Source: an optimization exercise on an open RTL-to-GDS flow (aim: small area, a short achievable clock period and few clock cycles per item). Production flows keep margins and buffers that such runs may drop.
The RTL was checked by simulation tests, not by an equivalence proof against the original design.

==> flow/design.v (outline; a module is shown in full before it is edited, if it fits) <==
// module rot_perm_cbc: 345 lines
// module lane: 22 lines
// module lane_map: 412 lines
// module lane_g: 647 lines
// module kmod94: 127 lines
module rot_perm_cbc (
    input  wire        clk,
    input  wire        rst_n,
    input  wire        sel,
    input  wire        we,
    input  wire [5:0]  addr,
    input  wire [31:0] wdata,
    output reg  [31:0] rdata,
    output wire        irq
);
  // ...
==> flow/flow/run.sh <==
#!/bin/bash
# Own layout flow: the standard flow (standard.sh), with these changes:
#  - between synthesis and floorplan, the combinational cells of the standard
#    synthesis netlist, all but its full adders, are re-mapped by ABC with
#    area-oriented scripts (several are tried; the smallest result is kept);
#    every sequential cell keeps the instance name and cell type the standard
#    synthesis gave it;
#  - the ports are buffered with sky130_fd_sc_hd__buf_2;
#  - the resizer's setup repair aims for 30.7 ns of setup slack (same clock
#    and constraints; it only repairs harder).
# Each tool's full output goes to a log file of its own in this folder.
set -euo pipefail
W=$(pwd)
P=${FLOW_PLATFORM}
R=$W/orfs/results/$P/rot_perm_cbc/base
LIB=$FLOW_HOME/platforms/$P/lib/sky130_fd_sc_hd__tt_025C_1v80.lib
YOSYS=$(command -v yosys || echo "$FLOW_HOME/../tools/install/yosys/bin/yosys")

# 1. the standard synthesis
bash standard.sh synth > "$W/log_1_synth.txt" 2>&1
cp "$R/1_2_yosys.v" "$W/standard_1_2_yosys.v"

# 2. re-map the combinational logic (sequential cells and full adders stay
#    black boxes)
SEQ=$(awk '/^[ \t]*cell[ \t]*\(/ {n=$0; gsub(/.*\(["]?|["]?\).*/,"",n)}
           /^[ \t]*(ff|latch|ff_bank|latch_bank|statetable)[ \t]*\(/ {print n}' "$LIB" | sort -u | tr '\n' ' ')
SEQ="$SEQ sky130_fd_sc_hd__fa_1 sky130_fd_sc_hd__fa_2 sky130_fd_sc_hd__fa_4"
DU=""
for c in $(sed -n '/DONT_USE_CELLS += /,/^#/p' "$FLOW_HOME/platforms/$P/config.mk" | grep -o "sky130_fd_sc_hd__[a-z0-9_]*"); do
    DU="$DU -dont_use $c"
done
best=""; best_area=""
for s in area_a area_b area_c area_d area_e area_f area_g area_h; do
    cp "$W/standard_1_2_yosys.v" "$W/remap_$s.v"
    NETLIST="$W/remap_$s.v" TOP="$FLOW_TOP" LIB="$LIB" SEQCELLS="$SEQ" DONTUSE="$DU" \
        ABCSCRIPT="$W/flow/$s.abc" "$YOSYS" -c "$W/flow/remap.tcl" > "$W/log_2_remap_$s.txt" 2>&1 || continue
    a=$(awk '/Chip area/ {print $NF}' "$W/remap_$s.v.stat")
    echo "remap $s: $a" >> "$W/log_2_remap_choice.txt"
    if [[ -z "$best" ]] || awk -v a="$a" -v b="$best_area" 'BEGIN {exit !(a < b)}'; then
        best=$s; best_area=$a
    fi
done
echo "kept $best ($best_area)" >> "$W/log_2_remap_choice.txt"
cp "$W/remap_$best.v" "$R/1_2_yosys.v"
for f in "$W"/remap_area_*.v; do [[ "$f" == "$W/remap_$best.v" ]] || rm -f "$f"; done
rm -f "$R/1_synth.odb" "$R/1_synth.sdc"

# 3. the rest of the standard flow, from the re-mapped netlist
bash standard.sh "BUFFER_PORTS_ARGS=-buffer_cell sky130_fd_sc_hd__buf_2" SETUP_SLACK_MARGIN=30.7 \
    finish > "$W/log_3_layout.txt" 2>&1
==> flow/flow/area_a.abc <==
strash
&get -n
&dch -f
&nf -R 1000
&put
strash
&get -n
&dch -f
&nf -R 1000
&put
strash
&get -n
&dch -f
&nf -R 1000
&put
strash
&get -n
&dch -f
&nf -R 1000
&put
strash
&get -n
&dch -f
&nf -R 1000
&put
strash
&get -n
&dch -f
&nf -R 1000
&put
strash
&get -n
&dch -f
&nf -R 1000
&put
strash
&get -n
&dch -f
&nf -R 1000
&put
strash
&get -n
&dch -f
&nf -R 1000
&put
strash
&get -n
&dch -f
&nf -R 1000
&put
strash
&get -n
&dch -f
&nf -R 1000
&put
strash
&get -n
&dch -f
&nf -R 1000
&put
topo
==> flow/flow/area_b.abc <==
strash
&get -n
&dch -f
&nf -R 1000
&put
strash
&get -n
&dch -f
&nf -R 1000
&put
strash
&get -n
&dch -f
&nf -R 1000
&put
strash
&get -n
&dch -f
&nf -R 1000
&put
strash
&get -n
&dch -f
&nf -R 1000
&put
strash
&get -n
&dch -f
&nf -R 1000
&put
strash
&get -n
&dch -f
&nf -R 1000
&put
strash
&get -n
&dch -f
&nf -R 1000
&put
topo
==> flow/flow/area_c.abc <==
strash
&get -n
&dch -f
&nf -R 1000
&put
strash
&get -n
&dch -f
&nf -R 1000
&put
strash
&get -n
&dch -f
&nf -R 1000
&put
strash
&get -n
&dch -f
&nf -R 1000
&put
strash
&get -n
&dch -f
&nf -R 1000
&put
strash
&get -n
&dch -f
&nf -R 1000
&put
strash
&get -n
&dch -f
&nf -R 1000
&put
strash
&get -n
&dch -f
&nf -R 1000
&put
strash
&get -n
&dch -f
&nf -R 1000
&put
strash
&get -n
&dch -f
&nf -R 1000
&put
strash
&get -n
&dch -f
&nf -R 1000
&put
strash
&get -n
&dch -f
&nf -R 1000
&put
strash
&get -n
&dch -f
&nf -R 1000
&put
strash
&get -n
&dch -f
&nf -R 1000
&put
strash
&get -n
&dch -f
&nf -R 1000
&put
strash
&get -n
&dch -f
&nf -R 1000
&put
strash
&get -n
&dch -f
&nf -R 1000
&put
strash
&get -n
&dch -f
&nf -R 1000
&put
strash
&get -n
&dch -f
&nf -R 1000
&put
strash
&get -n
&dch -f
&nf -R 1000
&put
topo
==> flow/flow/area_d.abc <==
strash
&get -n
&dch -f
&nf -R 1000
&put
strash
&get -n
&dch -f
&nf -R 1000
&put
strash
&get -n
&dch -f
&nf -R 1000
&put
strash
&get -n
&dch -f
&nf -R 1000
&put
strash
&get -n
&dch -f
&nf -R 1000
&put
topo
==> flow/flow/area_e.abc <==
strash
dc2
strash
&get -n
&dch -f
&nf -R 1000
&put
strash
&get -n
&dch -f
&nf -R 1000
&put
strash
&get -n
&dch -f
&nf -R 1000
&put
strash
&get -n
&dch -f
&nf -R 1000
&put
strash
&get -n
&dch -f
&nf -R 1000
&put
topo
==> flow/flow/area_f.abc <==
strash
dch -f
amap
strash
&get -n
&dch -f
&nf -R 1000
&put
strash
&get -n
&dch -f
&nf -R 1000
&put
strash
&get -n
&dch -f
&nf -R 1000
&put
topo
==> flow/flow/area_g.abc <==
strash
&get -n
&dch -f
&nf -R 1000
&put
strash
&get -n
&dch -f
&nf -R 1000
&put
strash
&get -n
&dch -f
&nf -R 1000
&put
strash
&get -n
&dch -f
&nf -R 1000
&put
strash
&get -n
&dch -f
&nf -R 1000
&put
strash
&get -n
&dch -f
&nf -R 1000
&put
strash
&get -n
&dch -f
&nf -R 1000
&put
strash
&get -n
&dch -f
&nf -R 1000
&put
strash
&get -n
&dch -f
&nf -R 1000
&put
strash
&get -n
&dch -f
&nf -R 1000
&put
topo
==> flow/flow/area_h.abc <==
strash
&get -n
&dch -f
&nf -R 1000
&put
strash
&get -n
&dch -f
&nf -R 1000
&put
strash
&get -n
&dch -f
&nf -R 1000
&put
strash
&get -n
&dch -f
&nf -R 1000
&put
strash
&get -n
&dch -f
&nf -R 1000
&put
strash
&get -n
&dch -f
&nf -R 1000
&put
strash
&get -n
&dch -f
&nf -R 1000
&put
strash
&get -n
&dch -f
&nf -R 1000
&put
strash
&get -n
&dch -f
&nf -R 1000
&put
strash
&get -n
&dch -f
&nf -R 1000
&put
strash
&get -n
&dch -f
&nf -R 1000
&put
strash
&get -n
&dch -f
&nf -R 1000
&put
strash
&get -n
&dch -f
&nf -R 1000
&put
strash
&get -n
&dch -f
&nf -R 1000
&put
strash
&get -n
&dch -f
&nf -R 1000
&put
strash
&get -n
&dch -f
&nf -R 1000
&put
topo
==> flow/flow/remap.tcl <==
# Re-map the combinational logic of the standard synthesis netlist for area.
# The cells named in SEQCELLS (every sequential cell; the flow also adds the
# full adders) stay exactly as the standard synthesis made them: same
# instances, names and cell types.
# env: NETLIST (in/out), TOP, LIB, SEQCELLS, DONTUSE, ABCSCRIPT
yosys read_liberty -ignore_miss_func $::env(LIB)
yosys blackbox {*}$::env(SEQCELLS)
yosys read_verilog $::env(NETLIST)
yosys hierarchy -check -top $::env(TOP)
yosys flatten
yosys techmap
yosys opt -fast -purge
yosys read_liberty -overwrite -setattr liberty_cell -lib $::env(LIB)
yosys tee -o $::env(NETLIST).pre.stat stat
yosys abc -script $::env(ABCSCRIPT) -liberty $::env(LIB) {*}$::env(DONTUSE)
yosys setundef -zero
yosys splitnets
yosys opt_clean -purge
yosys hilomap -singleton -hicell sky130_fd_sc_hd__conb_1 HI -locell sky130_fd_sc_hd__conb_1 LO
yosys insbuf -buf sky130_fd_sc_hd__buf_4 A X
yosys check -assert -mapped
yosys tee -o $::env(NETLIST).stat stat -liberty $::env(LIB)
yosys write_verilog -noattr -nohex -nodec $::env(NETLIST)
==> flow/standard.sh <==
#!/bin/bash
# synth_recipe.tcl (not shown) runs the flow's synth.tcl, then flattens the netlist and writes it again
# the make line also repeats each setting of config.mk as NAME=value (left out here)
make -C /OpenROAD-flow-scripts/flow DESIGN_CONFIG=/design/flow/config.mk WORK_HOME=/design/flow/orfs CLKGATE_MAP_FILE= SYNTH_SCRIPT=/design/flow/synth_recipe.tcl "${@:-finish}"
==> flow/config.mk <==
export PLATFORM = sky130hd
export DESIGN_NAME = rot_perm_cbc
export DESIGN_NICKNAME = rot_perm_cbc
export VERILOG_FILES = /design/flow/design.v
export SDC_FILE = /design/flow/constraint.sdc
export NUM_CORES = 8
export LEC_CHECK = 0
export ABC_AREA = 1
export CAP_MARGIN = 20
export CORE_MARGIN = 2
export CORE_UTILIZATION = 60
export CTS_CLUSTER_DIAMETER = 80
export CTS_CLUSTER_SIZE = 20
export SLEW_MARGIN = 20
==> flow/constraint.sdc <==
create_clock -name core_clock -period 55.0 [get_ports {clk}]
set_input_delay 11.0000 -clock core_clock [delete_from_list [all_inputs] [get_ports {clk}]]
set_output_delay 11.0000 -clock core_clock [all_outputs]
set_load 0.01 [all_outputs]
==> results.yml, run 1 <==
placement:
  dp_cells: 5628
  hpwl_microns: 153300
  pre_cts_slack_ns: 29.32
run_status:
  status: "complete, no violations"
grt:
  gr-max-usage-layer: "met2"
  first_global_vias: 39950
  antenna_found_initial: 13
  grtUsageMet3_pct: 26.12
  grt.total_usage_pct: 54.43
floorplanning:
  chipHeight_microns: 280.7
  die_area_sq_um: 78780
  rows: 101
finish:
  seq_cells: 751
  most-common-layout-cells: "658 x edfxtp_1, 613 x nand2_1, 438 x nor2_1, 386 x a21oi_1, 239 x o21ai_0"
  regArea_sq_um: 22060
  inverters: 156
  final_util_pct: 67.34
clocking:
  cts_buffers: 44
  cts_setup_buffers: 26
  cts_max_path_buffers: 3
  clk_pin_slew_worst_paths_ns: 0.09
  cts_tree: "built"
route:
  highest_layer: "met5"
  wl_microns: 218400
  vias: 44630
  drt_pre_antenna_iters: 15
  dr_wl_met3_microns: 41550
worst_setup_path:
  cp_max_fo: 4
  ff2ff_path_depth: 74
timing:
  hold_viol_final: 0
  fin_crit_sh_pct: 44.40
synth:
  ys_warn_count: 1
Testbench counts, summed over its fixed seeds: cycles 19,358, blocks 1,358.
==> run 2, diff against run 1 <==
--- a/flow/config.mk
+++ b/flow/config.mk
@@ -9,6 +9,7 @@
 export CAP_MARGIN = 20
 export CORE_MARGIN = 2
 export CORE_UTILIZATION = 60
-export CTS_CLUSTER_DIAMETER = 80
-export CTS_CLUSTER_SIZE = 20
+export CTS_BUF_LIST = sky130_fd_sc_hd__clkbuf_8
+export CTS_CLUSTER_DIAMETER = 60
+export CTS_CLUSTER_SIZE = 14
 export SLEW_MARGIN = 20
==> results.yml, run 2 <==
clocking:
  cts_num_sinks: 751
  clk_pin_slew_worst_paths_ns: 0.10
  worstSkewPairLatency_ns: 0.79
  cts_buffers: 61
  root_buffer: "clkbuf_8"
  ctsHoldBuffers: 0
  cts_tree: "built"
  cts_max_path_buffers: 3
  ctsHtreeMaxLevel: 2
worst_setup_path:
  cpMostUsedCell: "buf_2"
  cp_max_fo: 4
  crit_chain: "buf_2 -> nor2b_4 -> a21o_1 -> nand3_4 -> buf_6 -> nor2_4 -> buf_12 -> a222oi_1 -> o21ai_2 -> a221oi_2 -> nand2_1 -> buf_2"
  cpMaxStageDelayCell: "a222oi_1"
  max_stage_delay_ns: 0.71
  cp-start-kind: "input pin"
  crit_type: "in -> out"
  arrival_ns: 13.39
  cp-end-kind: "output pin"
  cp_data_required_time_ns: 44.00
timing:
  period_needed_ns: 24.39
  setup_viol: 0
  fin_setup_tns_ns: 0
  worstMarginPinSlew_ns: 1.381
  slew_headroom_pct: 7.922
  max_freq_mhz: 41.00
  maxSlewViolCount: 0
  hold_viol_final: 0
  rsz0062_at_grt: "true"
  fin_crit_sh_pct: 44.35
  finClkSkew_ns: 0.05121
synth:
  syn_area_sq_um: 45930
  syn_area_per_cell_sq_um: 10.26
  synthCells: 4476
  synthesis.nets: 4633
  ys_warn_count: 1
placement:
  port_buffers: 74
  hpwl_microns: 153300
  gp_congestion: 1.087
  dpl_cell_area_sq_um: 48540
route:
  wl_microns: 218000
  drt-initial-drc-count: 10810
  drt_pre_antenna_iters: 14
  drc: 0
  ant_nets: 0
  wire_per_inst_microns: 37.55
  vias: 44720
  via_per_inst: 7.705
grt:
  grt_pass1_wl_microns: 299200
  antenna_found_initial: 18
  grt-ovfl-total: 0
  first_global_vias: 40060
  grt_start_max_net_pins: 76
  grt.total_usage_pct: 54.38
job:
  maxCapViolCount: 0
run_status:
  status: "complete, no violations"
finish:
  synthToLayoutAreaGrowth_pct: 10.30
  most-common-layout-cells: "658 x edfxtp_1, 613 x nand2_1, 440 x nor2_1, 388 x a21oi_1, 242 x o21ai_0"
  final_cell_area_sq_um: 50660
  fin_nets: 4917
  layout_commonest_cell: "edfxtp_1"
  drive_gt1_share_pct: 9.227
  n_fill_cell: 6009
  final_util_pct: 66.82
floorplanning:
  pin_count: 75
  chipHeight_microns: 280.7
  chipWidth_microns: 280.7
  rows: 101
  initial_core_util_pct: 60.58
  coreArea_sq_um: 75820
  die_area_sq_um: 78780
hold_path:
  hold_class: "reg -> reg"
run 2: per-layer routing:
layer,GRT usage (%),vias up,part of all wire (%)
li1,-,17630,-
met1,68.87,20810,33
met2,71.33,4947,37
met3,25.70,1313,19
met4,41.60,14,11
met5,0,-,0.096
run 2: what timing repair did:
item / 4_1_cts / 5_1_grt
cloned: 1 / 1
setup buffers: 26 / 18
gates resized for setup: 56 / 66
setup endpoints to repair: 32 / 110
pin swaps: 14 / 18
run 2: stage by stage:
stage,hold slack (ns),worst slack (ns),instances
6_report,0.5003,30.61,5804
2_1_floorplan,0.4274,30.62,4476
4_1_cts,0.4988,30.62,5770
3_5_place_dp,0.4531,29.32,5628
5_1_grt,0.5197,30.61,5791
3_3_place_gp,0.4555,29.36,5626
run 2: final cells by class:
cell class	instances	area [sq um]	share of cell area, %
multi-input combinational	3537	23670	46.72
sequential	751	22060	43.54
timing repair buffer	253	1971	3.890
tap	978	1224	2.415
clock buffer	66	908.4	1.793
inverter	156	585.6	1.156
clock inverter	49	209.0	0.4124
antenna	14	35.03	0.06915
run 2: path summary, 6_finish.rpt:
| check | startpoint | slack [ns] | to | cells past startpoint |
|---|---|---|---|---|
| max | addr[2] | 30.61 | rdata[16] | 12 |
| min | iv_ok[1] | 0.50 | iv_ok[1] | 1 |
| max reg2reg | key[1] | 33.61 | pbyte[3] | 73 |
| min reg2reg | iv_ok[1] | 0.50 | iv_ok[1] | 1 |
| max in group asynchronous | rst_n | 43.50 | busy | 2 |
| min in group asynchronous | rst_n | 10.21 | key[25] | 1 |
run 2: worst max-delay path: cells and delay by family:
family / cells / cell delay, ns
AOI/OAI and AO/OA: 4 / 1.38
and+or+nand+nor: 4 / 0.44
buffers and inverters: 4 / 0.57
==> run 3, diff against run 2 <==
--- a/flow/config.mk
+++ b/flow/config.mk
@@ -10,6 +10,6 @@
 export CORE_MARGIN = 2
 export CORE_UTILIZATION = 60
 export CTS_BUF_LIST = sky130_fd_sc_hd__clkbuf_8
-export CTS_CLUSTER_DIAMETER = 60
-export CTS_CLUSTER_SIZE = 14
+export CTS_CLUSTER_DIAMETER = 50
+export CTS_CLUSTER_SIZE = 12
 export SLEW_MARGIN = 20
==> results.yml, run 3 <==
run_status:
  status: "complete, no violations"
route:
  wire_per_inst_microns: 37.34
  drc: 0
  wl_microns: 217800
  via_per_inst: 7.696
  drt_pre_antenna_iters: 15
  vias: 44900
  drt-initial-drc-count: 10420
  ant_nets: 0
clocking:
  cts_buffers: 78
  cts_tree: "built"
  cts_num_sinks: 751
  root_buffer: "clkbuf_8"
  ctsHtreeMaxLevel: 3
  clk_pin_slew_worst_paths_ns: 0.09
  worstSkewPairLatency_ns: 0.77
  cts_max_path_buffers: 3
  ctsHoldBuffers: 0
floorplanning:
  chipWidth_microns: 280.7
  rows: 101
  coreArea_sq_um: 75820
  die_area_sq_um: 78780
  chipHeight_microns: 280.7
  pin_count: 75
  initial_core_util_pct: 60.58
placement:
  pre_cts_slack_ns: 29.32
  dp_cells: 5628
  port_buffers: 74
  gp_congestion: 1.087
  hpwl_microns: 153300
finish:
  fin_nets: 4936
  drive_gt1_share_pct: 9.816
  fin_cells: 5834
  most-common-layout-cells: "658 x edfxtp_1, 613 x nand2_1, 440 x nor2_1, 386 x a21oi_1, 241 x o21ai_0"
  synthToLayoutAreaGrowth_pct: 11.22
  layout_commonest_cell: "edfxtp_1"
  n_fill_cell: 5976
timing:
  worst_hold_slack_ns: 0.4947
  setup_viol: 0
  slew_headroom_pct: 13.63
  max_freq_mhz: 40.96
  period_needed_ns: 24.41
  fin_crit_sh_pct: 44.39
  hold_viol_final: 0
  fin_ws_ns: 30.59
  fin_setup_tns_ns: 0
  maxSlewViolCount: 0
  finClkSkew_ns: 0.04621
  worstMarginPinSlew_ns: 1.286
  rsz0062_at_grt: "true"
worst_setup_path:
  rrSetupSlack_ns: 33.60
  cp_max_fo: 4
  max_stage_delay_ns: 0.71
  cp_num_buf_inv: 4
  critPathLaunch: "addr[3]"
  cp_data_required_time_ns: 44.00
  cp-start-kind: "input pin"
  crit_type: "in -> out"
  cp_top_family: "compound AO/OA/AOI/OAI gates"
  crit_chain: "buf_4 -> nor2b_4 -> a21o_1 -> nand3_4 -> buf_6 -> nor2_4 -> buf_12 -> a222oi_1 -> o21ai_2 -> a221oi_2 -> nand2_1 -> buf_2"
  arrival_ns: 13.41
  cpMaxStageDelayCell: "a222oi_1"
  r2r_start: "key[1]"
  cp-end-kind: "output pin"
hold_path:
  hp-start: "iv_ok[1]"
  hold_class: "reg -> reg"
grt:
  grt-ovfl-total: 0
  antenna_found_initial: 17
  grt_start_max_net_pins: 76
  first_global_vias: 40440
  grt.total_usage_pct: 54.63
  grt_pass1_wl_microns: 299500
synth:
  syn_area_sq_um: 45930
  synthesis.nets: 4633
  syn_area_per_cell_sq_um: 10.26
  synthCells: 4476
  ys_warn_count: 1
job:
  maxCapViolCount: 0
## run 3: changes by cell type in the layout (fill, tap and decap cells not counted), sizes merged
cell / before / now
clkinvlp: 3 / 2
clkinv: 160 / 163
buf: 250 / 252
bufinv: 0 / 3
diode: 14 / 17
clkbuf: 68 / 88
## run 3: path summary, 6_finish.rpt
kind,cells past startpoint,end
max reg2reg,77,pbyte[6]
min reg2reg,1,iv_ok[1]
max,12,rdata[16]
min,1,iv_ok[1]
min in group asynchronous,1,msglen[17]
max in group asynchronous,2,chain_pend
## run 3: stage by stage
step	area (sq um)	util (%)
floorplan	45940	-
global placement	48500	63.97
detailed placement	48540	64.01
CTS	50490	66.59
global route	51050	67.32
finish	51080	67.37
## run 3: layout make-up
cell class	instances	area, sq um	share of cell area, %
Clock buffer	86	1184	2.317
Clock inverter	54	325.3	0.6368
Multi-Input combinational cell	3537	23690	46.37
Sequential cell	751	22060	43.18
Timing Repair Buffer	255	1977	3.870
Antenna cell	17	42.54	0.08328
Inverter	156	585.6	1.146
Tap cell	978	1224	2.396
## run 3: repair_timing
action                                  CTS  global route
buffers inserted                         26            21
pin swaps                                14            16
gates resized for setup                  56            67
gates cloned                              1             1
endpoints found under the setup margin   32           111
## run 3: routing by layer
layer / GRT usage (%) / vias up / wire (microns)
met2: 70.77 / 4812 / 81030
met4: 42.33 / 18 / 23480
met3: 27.47 / 1300 / 41640
li1: - / 17690 / -
met5: 0.5629 / - / 289
met1: 68.56 / 21080 / 71400
==> run 4, diff against run 3 <==
--- a/flow/config.mk
+++ b/flow/config.mk
@@ -9,7 +9,7 @@
 export CAP_MARGIN = 20
 export CORE_MARGIN = 2
 export CORE_UTILIZATION = 60
-export CTS_BUF_LIST = sky130_fd_sc_hd__clkbuf_8
-export CTS_CLUSTER_DIAMETER = 50
-export CTS_CLUSTER_SIZE = 12
+export CTS_BUF_LIST = sky130_fd_sc_hd__clkbuf_8 sky130_fd_sc_hd__clkbuf_16
+export CTS_CLUSTER_DIAMETER = 60
+export CTS_CLUSTER_SIZE = 14
 export SLEW_MARGIN = 20
==> results.yml, run 4 <==
route:
  drt-initial-drc-count: 10770
  drc: 0
  via_per_inst: 7.691
  wire_per_inst_microns: 37.50
  drt_pre_antenna_iters: 17
  wl_microns: 217700
  vias: 44660
  ant_nets: 0
clocking:
  ctsHoldBuffers: 0
  cts_num_sinks: 751
  worstSkewPairLatency_ns: 0.70
  cts_max_path_buffers: 3
  clk_pin_slew_worst_paths_ns: 0.07
  cts_buffers: 61
  root_buffer: "clkbuf_16"
  ctsHtreeMaxLevel: 2
  cts_tree: "built"
timing:
  hold_viol_final: 0
  rsz0062_at_grt: "true"
  worst_hold_slack_ns: 0.4928
  fin_setup_tns_ns: 0
  fin_ws_ns: 30.55
  setup_viol: 0
  finClkSkew_ns: 0.04016
  fin_crit_sh_pct: 44.46
  worstMarginPinSlew_ns: 1.334
  maxSlewViolCount: 0
  max_freq_mhz: 40.90
  period_needed_ns: 24.45
  slew_headroom_pct: 10.45
floorplanning:
  chipWidth_microns: 280.7
  initial_core_util_pct: 60.58
  rows: 101
  pin_count: 75
  die_area_sq_um: 78780
  chipHeight_microns: 280.7
  coreArea_sq_um: 75820
grt:
  grtUsageMet2_pct: 71.36
  grt_use_met1_pct: 68.77
  grt_pass1_wl_microns: 298900
  grt.total_usage_pct: 54.36
  gr-max-usage-layer: "met2"
  grt_start_max_net_pins: 76
  first_global_vias: 40120
  antenna_found_initial: 10
  grtUsageMet3_pct: 25.75
  grt-ovfl-total: 0
placement:
  pre_cts_slack_ns: 29.32
  port_buffers: 74
  hpwl_microns: 153300
  gp_congestion: 1.087
  dpl_cell_area_sq_um: 48540
worst_setup_path:
  crit_type: "in -> out"
  arrival_ns: 13.45
  cpMostUsedCell: "buf_2"
  ff2ff_path_depth: 74
  cpMaxStageDelayCell: "a222oi_1"
  rrSetupSlack_ns: 33.56
  cp_data_required_time_ns: 44.00
  cp-start-kind: "input pin"
  max_stage_delay_ns: 0.74
  r2r_start: "key[1]"
  timing.rr.end: "dout[54]"
  cp-end-kind: "output pin"
  cp_max_fo: 4
  crit_chain: "buf_2 -> nor2b_4 -> a21o_1 -> nand3_4 -> buf_6 -> nor2_4 -> buf_12 -> a222oi_1 -> o21ai_2 -> a221oi_2 -> nand2_1 -> buf_2"
synth:
  syn_area_sq_um: 45930
  synthesis.nets: 4633
  synthCells: 4476
  ys_warn_count: 1
  syn_area_per_cell_sq_um: 10.26
hold_path:
  whs_path_depth: 1
  holdPathEnd: "iv_ok[1]"
  hp-start: "iv_ok[1]"
  hold_class: "reg -> reg"
finish:
  most-common-layout-cells: "658 x edfxtp_1, 613 x nand2_1, 440 x nor2_1, 385 x a21oi_1, 239 x o21ai_0"
  synthToLayoutAreaGrowth_pct: 11.98
  n_fill_cell: 5920
  multi_input_area_sq_um: 23700
  fin_nets: 4921
  regArea_sq_um: 22060
  drive_gt1_share_pct: 9.385
  layout_commonest_cell: "edfxtp_1"
  final_cell_area_sq_um: 51430
job:
  maxCapViolCount: 0
run_status:
  status: "complete, no violations"
==> run 4: timing repair <==
action / CTS / global route
pin swaps: 14 / 23
buffers inserted: 26 / 23
gates cloned: 1 / 1
endpoints found under the setup margin: 33 / 106
resized for setup: 57 / 76
==> run 4: layout make-up <==
| class | instances | share of cell area (%) |
|---|---|---|
| Tap cell | 978 | 2.379 |
| Clock buffer | 66 | 3.102 |
| Antenna cell | 12 | 0.05838 |
| Sequential cell | 751 | 42.89 |
| Clock inverter | 49 | 0.4281 |
| Inverter | 156 | 1.138 |
| Multi-Input combinational cell | 3537 | 46.07 |
| Timing Repair Buffer | 257 | 3.938 |
==> run 4: per-stage QoR <==
| step | std cells | utilization [%] |
|---|---|---|
| 3_3_place_gp | 5626 | 63.97 |
| 3_5_place_dp | 5628 | 64.01 |
| 6_report | 5806 | 67.84 |
| 2_1_floorplan | 4476 | - |
| 4_1_cts | 5770 | 67.00 |
| 5_1_grt | 5794 | 67.80 |
==> run 4: worst max-delay path by stage <==
stage	startpoint	to
after floorplan	addr[3]	rdata[6]
after detailed placement	addr[3]	rdata[6]
after global routing	wdata[4]	pbyte[6]
after global placement	addr[3]	rdata[6]
after CTS	addr[4]	rdata[6]
final	addr[3]	rdata[16]
==> run 4: worst max-delay path, delay by kind of cell <==
| family | cells | cell delay (ns) |
|---|---|---|
| AOI/OAI and AO/OA | 4 | 1.42 |
| buffers and inverters | 4 | 0.57 |
| and+or+nand+nor | 4 | 0.45 |
==> run 4: routing by layer <==
metal	wire, microns	part of all wire, %
met4	22880	11
met5	315	0.14
met3	42680	20
met2	81860	38
met1	69990	32

[re-timing with driven ports]
The flow's constraints put no driver on any port. The routed layouts listed below were extracted and timed again, unchanged, in two steps.
Step 1: set_driving_cell puts a clkbuf_16 on clk and a buf_2 on each other input, an assumption about the parent block.
Step 2 times the ports against the registers' clock, not the clock port: input delays grow and output delays shrink by t, the midpoint of the rising clock arrivals with the driver on.
a / b / c = ideal / step 1 / step 2; a / b = the first two.
run	t, ns	setup WS [ns]	pins driven straight from the clock port
run 1	0.711	30.579 / 30.557 / 30.555	1
run 2	0.832	30.607 / 30.585 / 30.420	1
run 3	0.825	30.588 / 30.565 / 30.266	1
run 4	0.752	30.549 / 30.527 / 30.424	1
After both steps setup and hold are still met in every run listed. The setup slack of run 3, which loses most, moves by -0.023 ns with the drivers and by -0.322 ns with both steps.
